This is an optimization exercise on Yosys and OpenROAD, whose aim is small area, not a production implementation.
The RTL was checked by simulation tests, not by an equivalence proof against the original design.
No activity file was given, so power comes from the tool's default toggle rates.

==> design.v <==
module sdes12_engine (
    input  wire        clk,
    input  wire        rst,
    input  wire        cmd_valid,
    input  wire [31:0] cmd,
    output wire        cmd_ready,
    output wire [31:0] status,
    output wire [11:0] result
);
    localparam [3:0] S_IDLE = 4'd0;
    localparam [3:0] S_FIN  = 4'd1;    
    localparam [3:0] S_E1   = 4'd2;    
    localparam [3:0] S_E2   = 4'd3;
    localparam [3:0] S_E3   = 4'd4;
    localparam [3:0] S_E4   = 4'd5;
    localparam [3:0] S_KGW  = 4'd6;    
    localparam [3:0] S_KGR  = 4'd7;    
    localparam [3:0] S_WR   = 4'd8;    
    localparam [3:0] S_IW   = 4'd9;    
    localparam [3:0] S_IG   = 4'd10;   
    localparam [3:0] S_EW   = 4'd11;   
    localparam [3:0] S_DW   = 4'd12;   
    localparam [3:0] S_DR   = 4'd13;   
    localparam [3:0] S_SW   = 4'd14;   
    localparam [3:0] S_SB   = 4'd15;   
    function [7:0] expand;
        input [5:0] h;
        expand = {h[5], h[4], h[2], h[3], h[2], h[3], h[1], h[0]};
    endfunction
    function [2:0] s1;
        input [3:0] j;
        case (j)
            4'd0:  s1 = 3'd5;  4'd1:  s1 = 3'd2;  4'd2:  s1 = 3'd1;  4'd3:  s1 = 3'd6;
            4'd4:  s1 = 3'd3;  4'd5:  s1 = 3'd4;  4'd6:  s1 = 3'd7;  4'd7:  s1 = 3'd0;
            4'd8:  s1 = 3'd1;  4'd9:  s1 = 3'd4;  4'd10: s1 = 3'd6;  4'd11: s1 = 3'd2;
            4'd12: s1 = 3'd0;  4'd13: s1 = 3'd7;  4'd14: s1 = 3'd5;  default: s1 = 3'd3;
        endcase
    endfunction
    function [2:0] s2;
        input [3:0] j;
        case (j)
            4'd0:  s2 = 3'd4;  4'd1:  s2 = 3'd0;  4'd2:  s2 = 3'd6;  4'd3:  s2 = 3'd5;
            4'd4:  s2 = 3'd7;  4'd5:  s2 = 3'd1;  4'd6:  s2 = 3'd3;  4'd7:  s2 = 3'd2;
            4'd8:  s2 = 3'd5;  4'd9:  s2 = 3'd3;  4'd10: s2 = 3'd0;  4'd11: s2 = 3'd7;
            4'd12: s2 = 3'd6;  4'd13: s2 = 3'd2;  4'd14: s2 = 3'd1;  default: s2 = 3'd4;
        endcase
    endfunction
    reg        busy;
    reg        done;
    reg [2:0]  err;
    reg [8:0]  rkv;
    reg [11:0] res;
    reg [3:0]  h;         
    reg [7:0]  ring [0:8];
    reg [8:0]  kr;        
    reg [3:0]  ix;        
    reg [3:0]  fsm;
    reg [1:0]  tp;        
    reg        ph;        
    reg [1:0]  iop;       
    wire [3:0]  c_op = cmd[31:28];
    wire [3:0]  c_n  = cmd[27:24];
    wire [11:0] c_d  = cmd[11:0];
    reg illegal;
    always @* begin
        illegal = (cmd[23:12] != 12'd0);
        case (c_op)
            4'h0: if (c_n != 4'd0 || c_d != 12'd0)       illegal = 1'b1;
            4'h1: if (c_d[11:9] != 3'd0)                 illegal = 1'b1;
            4'h2, 4'h3, 4'h9: ;
            4'h4: if (c_d[11:8] != 4'd0)                 illegal = 1'b1;
            4'h5: if (c_d != 12'd0)                      illegal = 1'b1;
            4'h6: if (c_n != 4'd0 || c_d[11:6] != 6'd0)  illegal = 1'b1;
            4'h7: if (c_n != 4'd0 || c_d[11:8] != 4'd0)  illegal = 1'b1;
            4'h8: if (c_d[11:6] != 6'd0)                 illegal = 1'b1;
            4'hA: if (c_n != 4'd0)                       illegal = 1'b1;
            default: illegal = 1'b1;
        endcase
    end
    reg [8:0] nmask;
    integer k;
    always @* begin
        for (k = 0; k < 9; k = k + 1)
            nmask[k] = (c_n > k);
    end
    wire keys_ok = &(rkv | ~nmask);
    wire key_ok  = rkv[c_n];
    wire n_gt9   = (c_n > 4'd9);
    wire n_gt8   = (c_n > 4'd8);
    reg [3:0] nxt;    
    always @* begin
        if (illegal) nxt = S_E4;
        else case (c_op)
            4'h1: nxt = n_gt9 ? S_E1 : (c_n == 4'd0) ? S_FIN : S_KGW;
            4'h2: nxt = n_gt9 ? S_E1 : !keys_ok ? S_E2 : (c_n == 4'd0) ? S_SW : S_EW;
            4'h3: nxt = n_gt9 ? S_E1 : !keys_ok ? S_E2 : (c_n == 4'd0) ? S_SW : S_DW;
            4'h4: nxt = n_gt8 ? S_E3 : S_WR;
            4'h5, 4'h8, 4'h9: nxt = n_gt8 ? S_E3 : !key_ok ? S_E2 : S_IW;
            4'h6, 4'h7: nxt = S_SB;
            4'hA: nxt = S_SW;
            default: nxt = S_FIN;
        endcase
    end
    wire ld_res = (nxt == S_SW) || (nxt == S_EW) || (nxt == S_DW) ||
                  (nxt == S_IW) || (nxt == S_SB);
    wire [3:0] h_nx = (h == 4'd8) ? 4'd0 : h + 4'd1;
    wire at_ix = (h == ix);
    wire at_0  = (tp == 2'd0 && h == 4'd1) || (tp == 2'd2 && h == 4'd4) ||
                 (tp == 2'd1 && h == 4'd7);
    wire [7:0] key = (tp == 2'd0) ? ring[0] : (tp == 2'd2) ? ring[3] : ring[6];
    wire [7:0] y   = (fsm == S_SB) ? res[7:0] : (expand(res[5:0]) ^ key);
    wire [5:0] fo  = {s1(y[7:4]), s2(y[3:0])};
    wire [11:0] rnd = {res[5:0], res[11:6] ^ fo};
    reg       wr;
    wire [7:0] wdata = {kr[0], kr[1] & ~(fsm == S_KGR && h == 4'd8),
                        kr[2], kr[3], kr[4], kr[5], kr[6], kr[7]};
    wire accept = cmd_valid & ~busy & ~rst;
    assign cmd_ready = ~busy & ~rst;
    reg fin;           
    reg [2:0] fin_err;
    reg [3:0] fsm_nx;
    reg [11:0] res_nx;
    reg rot;           
    reg rnd_en;
    reg tp_step;
    reg ph_set;
    always @* begin
        ph_set = 1'b0;
        fin = 1'b0;
        fin_err = 3'd0;
        fsm_nx = fsm;
        res_nx = res;
        wr = 1'b0;
        rot = 1'b0;
        tp_step = 1'b0;
        case (fsm)
            S_FIN: fin = 1'b1;
            S_E1: begin fin = 1'b1; fin_err = 3'd1; end
            S_E2: begin fin = 1'b1; fin_err = 3'd2; end
            S_E3: begin fin = 1'b1; fin_err = 3'd3; end
            S_E4: begin fin = 1'b1; fin_err = 3'd4; end
            S_KGW: if (h == 4'd1) begin
                wr = 1'b1; rot = 1'b1; fsm_nx = S_KGR;
            end
            S_KGR: begin
                wr = 1'b1; rot = 1'b1;
                if (h == 4'd0) fin = 1'b1;
            end
            S_WR: if (at_ix) begin wr = 1'b1; fin = 1'b1; end
            S_IW: if (at_ix) fsm_nx = S_IG;
            S_IG: begin
                fin = 1'b1;
                case (iop)
                    2'd0: res_nx = {4'd0, ring[0]};
                    2'd1: res_nx = {6'd0, fo};
                    default: res_nx = rnd;
                endcase
            end
            S_EW: if (ph || at_0) begin
                ph_set = 1'b1;
                res_nx = rnd;
                if (at_ix) fsm_nx = S_SW;
            end
            S_DW: if (at_ix) begin
                res_nx = rnd;
                tp_step = 1'b1;
                if (at_0) fsm_nx = S_SW;
                else fsm_nx = S_DR;
            end
            S_DR: if (ph) begin
                res_nx = rnd;
                tp_step = 1'b1;
                if (at_0) fsm_nx = S_SW;
            end
            S_SW: begin fin = 1'b1; res_nx = {res[5:0], res[11:6]}; end
            S_SB: begin
                fin = 1'b1;
                res_nx = iop[0] ? {4'd0, expand(res[5:0])} : {6'd0, fo};
            end
            default: ;
        endcase
    end
    integer i;
    always @(posedge clk) begin
        ring[0] <= wr ? wdata : ring[8];
        for (i = 1; i < 9; i = i + 1)
            ring[i] <= ring[i-1];
        if (accept)
            kr <= {cmd[8], cmd[0], cmd[1], cmd[2], cmd[3], cmd[4], cmd[5], cmd[6], cmd[7]};
        else if (rot)
            kr <= {kr[0], kr[8:1]};
        if (rst) begin
            busy <= 1'b0;
            done <= 1'b0;
            err  <= 3'd0;
            rkv  <= 9'd0;
            res  <= 12'd0;
            h    <= 4'd0;
            fsm  <= S_IDLE;
        end else begin
            h <= h_nx;
            if (accept) begin
                busy <= 1'b1;
                done <= 1'b0;
                err  <= 3'd0;
                fsm  <= nxt;
                tp   <= 2'd0;
                ph   <= 1'b0;
                ix   <= {c_n[3] & ~c_n[0], c_n[2:1], c_n[0] & ~c_n[3]};
                iop  <= (c_op == 4'h5 || c_op == 4'h7) ? 2'd0 :
                        (c_op == 4'h8 || c_op == 4'h6) ? 2'd1 : 2'd2;
                if (ld_res) res <= c_d;
                if (!illegal && c_op == 4'h1)
                    rkv <= n_gt9 ? 9'd0 : nmask;
                if (!illegal && c_op == 4'h4 && !n_gt8)
                    rkv[c_n] <= 1'b1;
            end else if (busy) begin
                res <= res_nx;
                fsm <= fsm_nx;
                if (fsm == S_DR) ph <= ~ph;
                if (ph_set) ph <= 1'b1;
                if (tp_step) tp <= {~tp[1] & ~tp[0], tp[1]};
                if (fin) begin
                    busy <= 1'b0;
                    done <= 1'b1;
                    err  <= fin_err;
                    fsm  <= S_IDLE;
                end
            end
        end
    end
    assign status = {7'd0, rkv, 11'd0, err, done, busy};
    assign result = res;
endmodule
==> run.sh <==
#!/bin/bash
# synth_recipe.tcl (not shown) runs the flow's synth.tcl, then flattens the netlist and writes it again
# the make line also repeats each setting of config.mk as NAME=value (left out here)
make -C /OpenROAD-flow-scripts/flow DESIGN_CONFIG=/design/flow/config.mk WORK_HOME=/design/flow/orfs CLKGATE_MAP_FILE= SYNTH_SCRIPT=/design/flow/synth_recipe.tcl finish
==> config.mk <==
export PLATFORM = sky130hd
export DESIGN_NAME = sdes12_engine
export DESIGN_NICKNAME = sdes12_engine
export VERILOG_FILES = /design/flow/design.v
export SDC_FILE = /design/flow/constraint.sdc
export NUM_CORES = 4
export LEC_CHECK = 0
export CAP_MARGIN = 20
export CORE_MARGIN = 2
export CORE_UTILIZATION = 40
export SLEW_MARGIN = 20
==> constraint.sdc <==
create_clock -name core_clock -period 10.0 [get_ports {clk}]
set_input_delay 2.0000 -clock core_clock [delete_from_list [all_inputs] [get_ports {clk}]]
set_output_delay 2.0000 -clock core_clock [all_outputs]
set_load 0.01 [all_outputs]
==> metrics.cfg <==
[global_routing]
grt_pass1_vias=5223
antenna_found_initial=0
grt_overflow=0
grt_pass1_wl_um=28800
grt_usage_pct=20.9
grt_max_degree=41

[placed_design]
portBuffers=61
place_area_um2=7140
place_congestion=0.906
dp_hpwl_um=13000

[final_layout]
area.growth.synth_to_final_pct=17.7
diodes=0
multi_input_area_um2=3430
num-fill-cells=1541
seq_area_um2=2660
final_nets=830
drive_gt1_share_pct=9.45
final_area_um2=7730

[logic_synthesis]
syn_inst=748
synth_most_common_cell=dfxtp_1
synth_seq_cells=124
yosysWarnings=2
yosysTopAreaCell=dfxtp_1
synth_common_cells=dfxtp_1 (106), nand2_1 (81), a21oi_1 (56)
syn_area_um2=6570
synthArstFlopShare_pct=0
synth.top_cells.by_area=dfxtp_1 (32%), edfxtp_1 (8.2%), nand2_1 (4.6%)
seq_area_frac_synth_pct=40.5
syn_area_per_cell_um2=8.78
synthDistinctLibCells=82
ys.flop_type=dfxtp_1
synth_edf_count=18
synth_top_area_share_pct=32.3

[clock_tree]
cts_buffer_depth=2
post_cts_buffers=0
htree_levels=4
clock-sinks=124
postCtsHoldBufs=0
cts_tree=done
cts_root_buf=clkbuf_16
cts_buffers=17
worst_skew_pair.late_latency_ns=0.43
clkTransAtPathRegs_ns=0.06
cts_resized=0

[critical_path]
reg2reg_from=fsm[3]
crit_path_start=rst
critPathCaptureType=output port
critical_path_class=input pin to output port
crit_fanout=40
crit_arrival_ns=3.43
cp.required_ns=8.00
crit_path_start_kind=input pin

[sta]
worstMarginPinSlew_ns=0.975
maxSlewHeadroom_pct=34.6
drv_slew=0
setup_violations=0
hold_viol_final=0
rsz0062_at_grt=no
max_freq_mhz=184
period_needed_ns=5.43
final.setup_skew_ns=0.00825
finalCritPeriodShare_pct=54.3
finalSetupTns_ns=0

[floorplan]
rows=46
die_x_um=132
core_um2=15900
num_io_pins=80
start_util_pct=41.2
design.die.area_um2=17500
die_h_um=132

[status]
status=complete, no violations

[pwr]
leakagePower_nw=2.84
cellPowerDensity_nw_per_um2=200
ir_drop_uv=124

[drt]
vias_per_cell=5.61
num_vias=5668
drt_iter0_markers=434
routed_wl_um=18000
drc=0
dr.pass1.iters=7
antenna_left=0
wl_per_cell_um=17.8

[flow_run]
max_cap_violations=0

[hold_path]
hp-start=ring[2][6]
worstHoldPathType=flop to flop

[final timing paths]
path | slack [ns] | cells after the start | endpoint
max | 4.57 | 4 | cmd_ready
min | 0.33 | 0 | ring[3][6]
max reg2reg | 5.88 | 10 | res[3]
min reg2reg | 0.33 | 0 | ring[3][6]
[power breakdown]
part | leakage (nW) | switching (W) | total [W] | internal (W)
registers | 1.03 | 0.0000713 | 0.000636 | 0.000565
logic | 1.52 | 0.000171 | 0.000296 | 0.000126
clock network | 0.294 | 0.000266 | 0.000613 | 0.000347
total | 2.84 | 0.000509 | 0.00155 | 0.00104
[metal layers]
layer,share of wire (%),up-vias,GRT usage [%],wire length (um)
met4,2.0,0,7.19,364
met1,46,2707,29.6,8340
met3,7.0,29,4.34,1260
li1,-,2715,-,-
met5,0,-,0,0
met2,45,217,31.7,8060
[layout make-up]
cell class	count	area share [%]
clock buffer	18	5.83
clock inverter	14	1.75
inverter	38	1.85
multi-input combinational	535	44.4
sequential	124	34.4
tap	216	3.50
timing repair buffer	65	8.29
[kinds of logic (layout without fill, tap and decap cells)]
logic type | count (synthesis) | after routing | synth area share [%]
flops | 124 | 124 | 40.5
fa+ha+maj | 14 | 14 | 2.67
simple gates | 243 | 243 | 17.9
compound gates | 211 | 211 | 22.8
buf+inv | 106 | 135 | 8.30
other cells | 1 | 18 | 0.0571
xor+xnor | 17 | 17 | 2.27
mux | 32 | 32 | 5.50
[through the flow]
step                      cells  hold WS (ns)  setup slack [ns]  utilization, %  total power (W)
after floorplan             765         0.310              5.31               -         0.000854
after global placement      978         0.310              4.43            44.8         0.000934
after detailed placement    978         0.312              4.37            44.8         0.000938
after CTS                  1010         0.326              4.55            48.5          0.00155
after global routing       1010         0.329              4.46            48.5          0.00162
final                      1010         0.325              4.57            48.5          0.00155
[worst max-delay path, cell delays in order]
cell and delay, ns:
clkdlybuf4s50_1 0.45, buf_4 0.38, nor2_1 0.09, clkdlybuf4s50_1 0.49
[cells in the final DEF (no fill, tap or decap), types with 13 or more instances in the layout]
cell and n:
o21ai_0 39, nand2b_1 16, clkbuf_16 18, conb_1 18
nor3_1 25, nor2_1 55, ha_1 14, nand3_1 13
a21oi_1 56, mux2i_1 19, inv_1 36, dfxtp_1 106
xnor2_1 15, clkdlybuf4s50_1 61, nand2_1 81, edfxtp_1 18
[registers in the layout, summed over array words and instances, names as in the netlist]
signal and count:
tp 2, kr 9, rkv 9, err 3
iop 2, res 12, done 1, h 4
busy 1, fsm 4, ring 72, ph 1
ix 4

## re-timing with driven ports
The results above use ideal ports. As a check the final layout listed here was re-extracted and re-timed, cells and wires unchanged.
Step 1 (the two cells are an assumption about what drives the block):
set clk [get_ports {clk}]
set_driving_cell -lib_cell sky130_fd_sc_hd__clkbuf_16 $clk
set_driving_cell -lib_cell sky130_fd_sc_hd__buf_2 [delete_from_list [all_inputs] $clk]
Step 2, shift: input delay + t, output delay - t, t = (earliest + latest rising clock arrival at the registers) / 2. This alone moves slack from input paths to output paths.
a / b / c = ideal / step 1 / step 2; a / b = the first two.
t (ns): 0.464
slack for setup (ns): 4.573 / 4.549 / 4.301
hold slack, ns: 0.325 / 0.325 / 0.325
worst setup path at the end: input to register
clock arrival spread, ns: 0.009 / 0.010
After both steps this run still meets setup and hold. The setup slack of this run moves by -0.024 ns with the drivers and by -0.272 ns with both steps.
